Background: an optimization exercise with open tools, aiming at small area, a short achievable clock period and few clock cycles per item. Do not read the settings as production practice. For this run, only the layout was checked, not whether the RTL still works. Power figures rest on the tool's default switching activity, not on a simulated workload.

<file path="design/flow/config.mk">
export PLATFORM = sky130hd
export DESIGN_NAME = agc4_cpu
export DESIGN_NICKNAME = agc4_cpu
export VERILOG_FILES = /design/flow/design.v
export SDC_FILE = /design/flow/constraint.sdc
export NUM_CORES = 4
export LEC_CHECK = 0
export CAP_MARGIN = 20
export CORE_MARGIN = 2
export CORE_UTILIZATION = 40
export PLACE_DENSITY = 0.6
export SLEW_MARGIN = 20
</file>
<file path="design/flow/constraint.sdc">
create_clock -name core_clock -period 8.0 [get_ports {clk}]
set_input_delay 1.6000 -clock core_clock [delete_from_list [all_inputs] [get_ports {clk}]]
set_output_delay 1.6000 -clock core_clock [all_outputs]
set_load 0.01 [all_outputs]
</file>
<file path="design/flow/design.v">
module agc4_cpu (
    input  wire        clk,
    input  wire        rst,            
    output wire        mem_req,
    output wire        mem_we,
    output wire [14:0] mem_addr,
    output wire [14:0] mem_wdata,
    input  wire        mem_ack,
    input  wire [14:0] mem_rdata,
    input  wire [63:0] in_regs,
    output wire        boundary,
    output wire        fault,
    output reg  [15:0] reg_a,
    output reg  [15:0] reg_q,
    output reg  [11:0] reg_z,
    output reg  [15:0] reg_lp,
    output reg  [15:0] reg_b,
    output reg  [4:0]  reg_bank,
    output wire [79:0] out_regs        
);
    localparam [11:0] START_ADDR  = 12'o2000;
    localparam [4:0]  FIXED_BANKS = 5'd24;
    localparam [3:0] S_DECODE = 4'd0;    
    localparam [3:0] S_READ   = 4'd1;    
    localparam [3:0] S_EXEC   = 4'd2;
    localparam [3:0] S_MULDIV = 4'd3;
    localparam [3:0] S_WRITE  = 4'd4;    
    localparam [3:0] S_NEXT   = 4'd5;    
    localparam [3:0] S_FETCH  = 4'd6;    
    localparam [3:0] S_RSM    = 4'd7;    
    localparam [3:0] S_FAULT  = 4'd8;
    localparam [3:0] I_TC    = 4'd0;
    localparam [3:0] I_CCS   = 4'd1;
    localparam [3:0] I_INDEX = 4'd2;
    localparam [3:0] I_XCH   = 4'd3;
    localparam [3:0] I_CS    = 4'd4;
    localparam [3:0] I_TS    = 4'd5;
    localparam [3:0] I_AD    = 4'd6;
    localparam [3:0] I_MASK  = 4'd7;
    localparam [3:0] I_MP    = 4'd8;
    localparam [3:0] I_DV    = 4'd9;
    localparam [3:0] I_SU    = 4'd10;
    localparam [3:0] I_NOP   = 4'd11;    
    localparam [3:0] I_RSM   = 4'd12;
    function [15:0] add16;
        input [15:0] x;
        input [15:0] y;
        reg   [16:0] s;
        begin
            s     = {1'b0, x} + {1'b0, y};
            add16 = s[15:0] + {15'd0, s[16]};
        end
    endfunction
    function [15:0] abs16;
        input [15:0] x;
        begin
            abs16 = x[15] ? ~x : x;
        end
    endfunction
    function ovf;
        input [15:0] x;
        begin
            ovf = x[15] ^ x[14];
        end
    endfunction
    function [15:0] sx;
        input [14:0] d;
        begin
            sx = {d[14], d};
        end
    endfunction
    function [14:0] sc;
        input [15:0] w;
        begin
            sc = {w[15], w[13:0]};
        end
    endfunction
    reg [3:0]  st;
    reg [3:0]  ins;
    reg [11:0] s_addr;       
    reg [15:0] kval;         
    reg [15:0] wval;         
    reg [15:0] idx;          
    reg        idx_pend;
    reg        fetch_tc;     
    reg [1:0]  skipn;        
    reg [1:0]  rsm_cnt;
    reg [15:0] rsm_z, rsm_b, rsm_a;
    reg [15:0] out0, out1, out2, out3, out4;
    reg [3:0]  md_cnt;
    reg        md_sign;
    reg        md_bad;
    reg [27:0] mcand;
    reg [13:0] mplier;
    reg [27:0] prod;
    reg [14:0] rem;
    reg [13:0] divisor;
    reg [13:0] quot;
    assign out_regs = {out4, out3, out2, out1, out0};
    assign boundary = (st == S_DECODE);
    assign fault    = (st == S_FAULT);
    wire        is_reg     = (s_addr < 12'o20);
    wire        unassigned = (s_addr == 12'o15) || (s_addr == 12'o16);
    wire        banked     = (s_addr[11:10] == 2'b11);
    wire        bad_bank   = banked && (reg_bank == 5'd0 || reg_bank > FIXED_BANKS);
    wire [14:0] cadr       = banked ? {reg_bank, s_addr[9:0]} : {3'b000, s_addr};
    wire        access_bad = is_reg ? unassigned : bad_bank;
    wire        is_fixed   = (cadr >= 15'o2000);
    reg [15:0] reg_rd;
    always @(*) begin
        case (s_addr[3:0])
            4'o00: reg_rd = reg_a;
            4'o01: reg_rd = reg_q;
            4'o02: reg_rd = {4'd0, reg_z};
            4'o03: reg_rd = reg_lp;
            4'o04: reg_rd = in_regs[15:0];
            4'o05: reg_rd = in_regs[31:16];
            4'o06: reg_rd = in_regs[47:32];
            4'o07: reg_rd = in_regs[63:48];
            4'o10: reg_rd = out0;
            4'o11: reg_rd = out1;
            4'o12: reg_rd = out2;
            4'o13: reg_rd = out3;
            4'o14: reg_rd = out4;
            4'o17: reg_rd = {11'd0, reg_bank};
            default: reg_rd = 16'd0;
        endcase
    end
    wire [14:0] wd = sc(wval);
    reg  [14:0] wd_edit;
    always @(*) begin
        case (s_addr)
            12'o20:  wd_edit = {wd[0], wd[14:1]};                   
            12'o21:  wd_edit = {wd[14], wd[14:1]};                  
            12'o22:  wd_edit = {wd[13:0], wd[14]};                  
            12'o23:  wd_edit = {wd[14], wd[12:0], 1'b0};            
            default: wd_edit = wd;
        endcase
    end
    wire rd_access = (st == S_READ || st == S_FETCH || st == S_RSM) && !is_reg && !bad_bank;
    wire wr_access = (st == S_WRITE) && !is_reg && !bad_bank && !is_fixed;
    assign mem_req   = rd_access || wr_access;
    assign mem_we    = (st == S_WRITE);
    assign mem_addr  = cadr;
    assign mem_wdata = wd_edit;
    wire [15:0] mem_word = sx(mem_rdata);
    wire        b_ext = ovf(reg_b);
    wire [2:0]  b_op  = reg_b[14:12];
    wire [11:0] b_k   = reg_b[11:0];
    reg [3:0] dec_ins;
    reg       dec_bad;
    always @(*) begin
        dec_bad = 1'b0;
        dec_ins = I_NOP;
        if (b_ext) begin
            case (b_op)
                3'd1:    dec_ins = I_MP;
                3'd2:    dec_ins = I_DV;
                3'd3:    dec_ins = I_SU;
                default: dec_bad = 1'b1;
            endcase
        end else begin
            case (b_op)
                3'd0: dec_ins = I_TC;
                3'd1: dec_ins = I_CCS;
                3'd2: begin
                    if (b_k == 12'o16 || b_k == 12'o17) dec_ins = I_NOP;
                    else if (b_k == 12'o25)             dec_ins = I_RSM;
                    else                                dec_ins = I_INDEX;
                end
                3'd3: dec_ins = I_XCH;
                3'd4: dec_ins = I_CS;
                3'd5: dec_ins = I_TS;
                3'd6: dec_ins = I_AD;
                default: dec_ins = I_MASK;
            endcase
        end
    end
    reg [15:0] ccs_a;
    reg [1:0]  ccs_skip;
    always @(*) begin
        if (kval == 16'o000000) begin
            ccs_a = 16'd0;  ccs_skip = 2'd1;
        end else if (kval == 16'o177777) begin
            ccs_a = 16'd0;  ccs_skip = 2'd3;
        end else if (!kval[15]) begin
            ccs_a = kval - 16'd1;  ccs_skip = 2'd0;
        end else begin
            ccs_a = ~kval - 16'd1; ccs_skip = 2'd2;
        end
    end
    wire [15:0] abs_a = abs16(reg_a);
    wire [15:0] abs_k = abs16(kval);
    wire [27:0] prod_next = mplier[0] ? prod + mcand : prod;
    wire [15:0] rem_shift = {rem, 1'b0};
    wire        rem_ge    = rem_shift >= {2'b00, divisor};
    wire [15:0] rem_sub   = rem_shift - {2'b00, divisor};
    wire [13:0] quot_next = {quot[12:0], rem_ge};
    wire [13:0] dv_q      = md_bad ? 14'h3fff : quot_next;
    wire [15:0] fetch_word = is_reg ? reg_rd : mem_word;
    always @(posedge clk) begin
        if (rst) begin
            st       <= S_FETCH;        
            s_addr   <= START_ADDR;
            ins      <= I_NOP;
            fetch_tc <= 1'b0;
            idx_pend <= 1'b0;
            skipn    <= 2'd0;
            reg_a    <= 16'd0;
            reg_q    <= 16'd0;
            reg_z    <= 12'd0;
            reg_lp   <= 16'd0;
            reg_b    <= 16'd0;
            reg_bank <= 5'd0;
            out0     <= 16'd0;
            out1     <= 16'd0;
            out2     <= 16'd0;
            out3     <= 16'd0;
            out4     <= 16'd0;
        end else begin
            case (st)
                S_DECODE: begin
                    ins      <= dec_ins;
                    fetch_tc <= 1'b0;
                    idx_pend <= 1'b0;
                    skipn    <= 2'd0;
                    if (dec_bad) begin
                        st <= S_FAULT;
                    end else begin
                        case (dec_ins)
                            I_TC: begin
                                s_addr   <= b_k;
                                fetch_tc <= 1'b1;
                                st       <= S_FETCH;
                            end
                            I_NOP: begin
                                s_addr <= reg_z;
                                st     <= S_FETCH;
                            end
                            I_RSM: begin
                                s_addr  <= 12'o24;
                                rsm_cnt <= 2'd0;
                                st      <= S_RSM;
                            end
                            I_TS: begin
                                s_addr <= b_k;
                                wval   <= reg_a;
                                st     <= S_WRITE;
                            end
                            default: begin
                                s_addr <= b_k;
                                st     <= S_READ;
                            end
                        endcase
                    end
                end
                S_READ: begin
                    if (access_bad) begin
                        st <= S_FAULT;
                    end else if (is_reg) begin
                        kval <= reg_rd;
                        st   <= S_EXEC;
                    end else if (mem_ack) begin
                        kval <= mem_word;
                        st   <= S_EXEC;
                    end
                end
                S_EXEC: begin
                    st <= S_NEXT;
                    case (ins)
                        I_CCS: begin
                            reg_a <= ccs_a;
                            skipn <= ccs_skip;
                        end
                        I_INDEX: begin
                            idx      <= kval;
                            idx_pend <= 1'b1;
                        end
                        I_XCH: begin
                            wval  <= reg_a;
                            reg_a <= kval;
                            st    <= S_WRITE;
                        end
                        I_CS:   reg_a <= ~kval;
                        I_AD:   reg_a <= add16(reg_a, kval);
                        I_SU:   reg_a <= add16(reg_a, ~kval);
                        I_MASK: reg_a <= reg_a & kval;
                        I_MP, I_DV: begin
                            md_cnt  <= 4'd13;
                            md_sign <= reg_a[15] ^ kval[15];
                            md_bad  <= ovf(reg_a) || ovf(kval) ||
                                       !(abs_a[13:0] < abs_k[13:0]);
                            mcand   <= {14'd0, abs_a[13:0]};
                            mplier  <= abs_k[13:0];
                            prod    <= 28'd0;
                            rem     <= {1'b0, abs_a[13:0]};
                            divisor <= abs_k[13:0];
                            quot    <= 14'd0;
                            st      <= S_MULDIV;
                        end
                        default: ;
                    endcase
                end
                S_MULDIV: begin
                    mcand  <= {mcand[26:0], 1'b0};
                    mplier <= {1'b0, mplier[13:1]};
                    prod   <= prod_next;
                    rem    <= rem_ge ? rem_sub[14:0] : rem_shift[14:0];
                    quot   <= quot_next;
                    md_cnt <= md_cnt - 4'd1;
                    if (md_cnt == 4'd0) begin
                        st <= S_NEXT;
                        if (ins == I_DV) begin
                            reg_a <= md_sign ? ~{2'b00, dv_q} : {2'b00, dv_q};
                        end else begin
                            reg_a  <= md_sign ? ~{2'b00, prod_next[27:14]} : {2'b00, prod_next[27:14]};
                            reg_lp <= md_sign ? ~{2'b00, prod_next[13:0]}  : {2'b00, prod_next[13:0]};
                        end
                    end
                end
                S_WRITE: begin
                    if (access_bad) begin
                        st <= S_FAULT;
                    end else if (is_reg) begin
                        case (s_addr[3:0])
                            4'o00: reg_a    <= wval;
                            4'o01: reg_q    <= wval;
                            4'o02: reg_z    <= wval[11:0];
                            4'o03: reg_lp   <= wval;
                            4'o10: out0     <= wval;
                            4'o11: out1     <= wval;
                            4'o12: out2     <= wval;
                            4'o13: out3     <= wval;
                            4'o14: out4     <= wval;
                            4'o17: reg_bank <= wval[4:0];
                            default: ;
                        endcase
                        st <= S_NEXT;
                    end else if (is_fixed || mem_ack) begin
                        st <= S_NEXT;
                    end
                end
                S_NEXT: begin
                    if (ins == I_TS && ovf(wval)) begin
                        reg_a  <= wval[15] ? 16'o177776 : 16'o000001;
                        s_addr <= reg_z + 12'd1;
                    end else begin
                        s_addr <= reg_z + {10'd0, skipn};
                    end
                    st <= S_FETCH;
                end
                S_FETCH: begin
                    if (access_bad) begin
                        st <= S_FAULT;
                    end else if (is_reg || mem_ack) begin
                        reg_b <= idx_pend ? add16(fetch_word, idx) : fetch_word;
                        reg_z <= s_addr + 12'd1;
                        if (fetch_tc)
                            reg_q <= {4'd0, reg_z};
                        st <= S_DECODE;
                    end
                end
                S_RSM: begin
                    if (mem_ack) begin
                        rsm_cnt <= rsm_cnt + 2'd1;
                        s_addr  <= s_addr + 12'd1;
                        case (rsm_cnt)
                            2'd0: rsm_z <= mem_word;
                            2'd1: rsm_b <= mem_word;
                            2'd2: rsm_a <= mem_word;
                            default: begin
                                reg_z <= rsm_z[11:0];
                                reg_b <= rsm_b;
                                reg_a <= rsm_a;
                                reg_q <= mem_word;
                                st    <= S_DECODE;
                            end
                        endcase
                    end
                end
                default: st <= S_FAULT;    
            endcase
        end
    end
endmodule
</file>
<file path="design/flow/run.sh">
#!/bin/bash
# synth_recipe.tcl (not shown) runs the flow's synth.tcl, then flattens the netlist and writes it again
# the make line also repeats each setting of config.mk as NAME=value (left out here)
make -C /OpenROAD-flow-scripts/flow DESIGN_CONFIG=/design/flow/config.mk WORK_HOME=/design/flow/orfs CLKGATE_MAP_FILE= SYNTH_SCRIPT=/design/flow/synth_recipe.tcl finish
</file>
==> results.txt <==
[worst reg2reg max path: stages, from the launching register on]
cell and delay [ns]:
dfxtp_1 0.68, nor2b_1 0.42, and2_0 0.88, a22oi_1 0.17
nand4_1 0.23, nor2_1 0.18, o21ai_0 0.33, ha_1 0.23
inv_1 0.06, fa_1 0.41, nor2b_1 0.12, o21ai_0 0.17
a21oi_1 0.23, nor3_1 0.11, o21ai_0 0.41, a21o_1 0.19
a21oi_1 0.06, o21bai_1 0.13, a21o_1 0.16, ha_1 0.18
nand4_1 0.28, nand3b_1 0.28, nor4_1 0.26, mux2i_1 0.22
o211ai_1 0.12, a311oi_1 0.28
[logic make-up (layout without fill, tap and decap cells)]
kind of cell,after synthesis,count (layout),synth area share
other cells,0,4,0
buf+inv,320,514,0.0489
simple gates,1076,1076,0.192
compound gates,883,883,0.226
fa+ha+maj,130,130,0.0638
mux,70,70,0.0274
flops,395,395,0.382
xor+xnor,178,178,0.0598
[cell type report]
class | count | area (µm²) | share of cell area
sequential | 395 | 10000 | 0.321
inverter | 103 | 387 | 0.0124
antenna | 4 | 10.0 | 0.000321
tap | 855 | 1070 | 0.0343
multi-input combinational | 2337 | 15000 | 0.481
clock inverter | 23 | 249 | 0.00799
timing repair buffer | 325 | 3130 | 0.100
clock buffer | 63 | 1310 | 0.0420
[worst paths after layout]
check / slack (ns) / endpoint / from / depth (start not counted)
max: 1.10 / reg_b[13] / s_addr[2] / 25
min: 0.46 / fetch_tc / fetch_tc / 2
max reg2reg: 1.10 / reg_b[13] / s_addr[2] / 25
min reg2reg: 0.46 / fetch_tc / fetch_tc / 2
[where the power goes]
part | switching (mW) | internal [mW]
Clock | 0.904 | 1.31
Sequential | 0.443 | 2.38
Combinational | 2.68 | 1.52
[routing by layer]
layer	routed length [µm]	up-vias	track usage
met3	9580	313	0.0612
met2	49600	1326	0.497
li1	-	11440	-
met5	46	-	0
met4	6330	2	0.159
met1	44500	12323	0.415
[cells in the final DEF (no fill, tap or decap), types with 35 or more instances in the layout]
cell type | netlist | final
and2_1 | 53 | 53
nor2_1 | 301 | 299
nand3_1 | 68 | 68
a21o_1 | 38 | 38
a211oi_1 | 45 | 45
xnor2_1 | 103 | 103
xor2_1 | 74 | 74
edfxtp_1 | 210 | 210
inv_1 | 99 | 99
nor3_1 | 48 | 46
a21oi_1 | 278 | 278
a221oi_1 | 35 | 35
clkbuf_16 | 0 | 49
o21ai_0 | 135 | 135
a22oi_1 | 78 | 78
nand2_1 | 399 | 399
clkdlybuf4s50_1 | 0 | 275
dfxtp_1 | 185 | 184
buf_4 | 13 | 48
mux2i_1 | 57 | 57
ha_1 | 124 | 124
[metrics by stage]
stage               total power, mW  std cells  hold slack (ns)  utilization  cell area (µm²)
finish                         9.23       4105            0.455        0.483            31200
global route                   9.63       4102            0.474        0.483            31200
CTS                            9.15       4101            0.455        0.483            31200
detailed placement             6.93       4015            0.447        0.458            29600
global placement               6.88       4014            0.446        0.458            29600
floorplan                      5.29       3052            0.427            -            26200
==> results.txt <==
The tools report the number of buffers on the longest clock path as 3. The number of buffers inserted to repair setup after CTS was 0. Clock tree synthesis inserted a total of 46 buffers.

The nature of the critical path startpoint was a flop. The clock latency reported for the late side of the worst-skew pair came out at 0.59 ns. The total number of H-tree levels was 2; the fraction of post-synthesis cell area in the top cell type by area was 0.241. The cell count after synthesis came out at 3052. Final cycle utilization of the critical path: 0.862. Most numerous cell in the Yosys netlist: nand2_1. The die covers 67600 µm².

The final wirelength was 110000 µm. In the final routed layout, each cell accounts on average for 26.8 µm. The share of flip-flops with an asynchronous set or reset after synthesis is 0. The pre-antenna-repair detailed-routing pass consisted of 6 iterations. After clock tree synthesis, the clock-pin slew on the worst setup and hold paths is 0.06 ns. The part of the Yosys area used for sequential elements is 0.382. Primary flip-flop cell chosen by synthesis mapping: edfxtp_1. STA classifies the critical path endpoint as a flop. After synthesis, the most frequently instantiated cells are nand2_1, nor2_1, a21oi_1. The congestion estimate from routability-driven global placement came to 0.979. The tree is rooted in a clkbuf_16. Setup violations remaining at the end of the flow were counted as 0.

Worst clock skew on the final layout: 0.0300 ns. The worst hold path belongs to the class flop to flop. The worst setup path is of the flop to flop kind. After synthesis the netlist holds a flip-flop and latch count of 395.

The wire length of the first global-routing pass is 160000 µm, and the number of routed nets with antenna violations is 0. The sum of buffers and inverters on the critical path is 1, and the data arrival time of the worst path is 7.39 ns. The final critical-path required period came out at 6.90 ns. The top cell type by total area after synthesis was edfxtp_1. Maximum fanout count along the critical path: 16. The run finished with no timing, DRC or antenna violations. Synthesis produced a netlist with a net count of 3264.

In this run the power density over the cells is 296 nW/µm². The run gives 0 as the remaining global-route overflow. For the number of antenna violations at the first check in global routing, the log shows 3. The synthesized design contains 210 enable-type register cells. The floorplan step defined a core boundary enclosing 64600 µm².

After the last flow step, the layout net total stands at 3420. The site row count was 93; the number of buffers inserted for hold repair after clock tree synthesis was 0. For the pin count of the biggest net entering global routing, the log shows 71.

For the required time of the critical path, the log shows 8.49 ns. The top cell family by delay on the critical path is simple AND/OR/NAND/NOR gates. The worst-case setup margin in the final layout was 1.10 ns; the peak clock frequency supported by timing was 145 MHz. TritonCTS built the clock tree.

For this run, the slowest stage of the critical path takes 0.88 ns. The starting utilization of the core area was 0.406. The combined global-route utilization of all metal layers was 0.317.

Static leakage power: 11.5 nW. Dominant cell type by count on the critical path: o21ai_0. The share of layout cells above drive strength 1 is 0.0576. The synthesis warning total was 1; the post-detailed-route via-to-cell ratio was 6.19. The logs give 0.197 mV for the peak supply drop and 110 for the number of distinct standard cells referenced by the synthesized netlist.

277 I/O pins were placed. The average cell area after synthesis was 8.59 µm². The number of design-rule violations left by the first detailed-router iteration was 3307; the total number of vias was 25.4k.

The tree built by TritonCTS fans out to 395 sinks. The tools report the normalized max-slew margin as 0.211. Gates resized during post-CTS repair numbered 0. The number of global-route vias before repair was 24.1k; the width of the chip was 260 µm. In this run the tool buffered the top-level ports with 276 buffer cells.

In the routed design, unresolved DRC markers number 0. Setup total negative slack on the finished layout was measured at 0 ns. The final hold violation count came out at 0. In this run the cell area of the synthesized design comes to 26200 µm². At the placement stage, the worst setup path has a slack of 0.910 ns. Measured along the y axis, the die boundary spans 260 µm. The actual slew at the worst max-slew pin is 1.18 ns.

The HPWL after detailed placement is 82400 µm. The cell with the largest stage delay on the worst path was and2_0. The number of inserted filler cells in the final layout came out at 6130.

The count of maximum capacitance violations came out at 0. The largest registers in the layout are mcand: 28 flops, prod: 28 flops. The max-slew violation total from the final report is 0, and the area growth from synthesis to layout is 18.9%. Setup repair after global routing left no endpoint under its margin. Ranked by total cell area, the synthesized netlist is headed by edfxtp_1, dfxtp_1, ha_1.

-- re-timing with driven ports --
How much do the figures lean on ideal ports? The routed layout below was timed once more, with nothing changed but the port constraints. Step 1 sets driving cells, clkbuf_16 on the clock port and buf_2 on the other inputs (assumed; they add their load-dependent delay and slew). Step 2, shift: input delay + t, output delay - t, t = (earliest + latest rising clock arrival at the registers) / 2. This alone moves slack from input paths to output paths. Three values: ideal, step 1, step 2; two values: the first two.
t, ns: 0.646
slack for setup (ns): 1.105 / 1.105 / 0.812
latest minus earliest clock arrival (ns): 0.035 / 0.034
worst register clock-pin slew, ns: 0.07 / 0.07
After both steps this run still meets setup and hold. For this run, drivers alone change the setup slack by 0.000 ns; drivers and shift together by -0.293 ns.
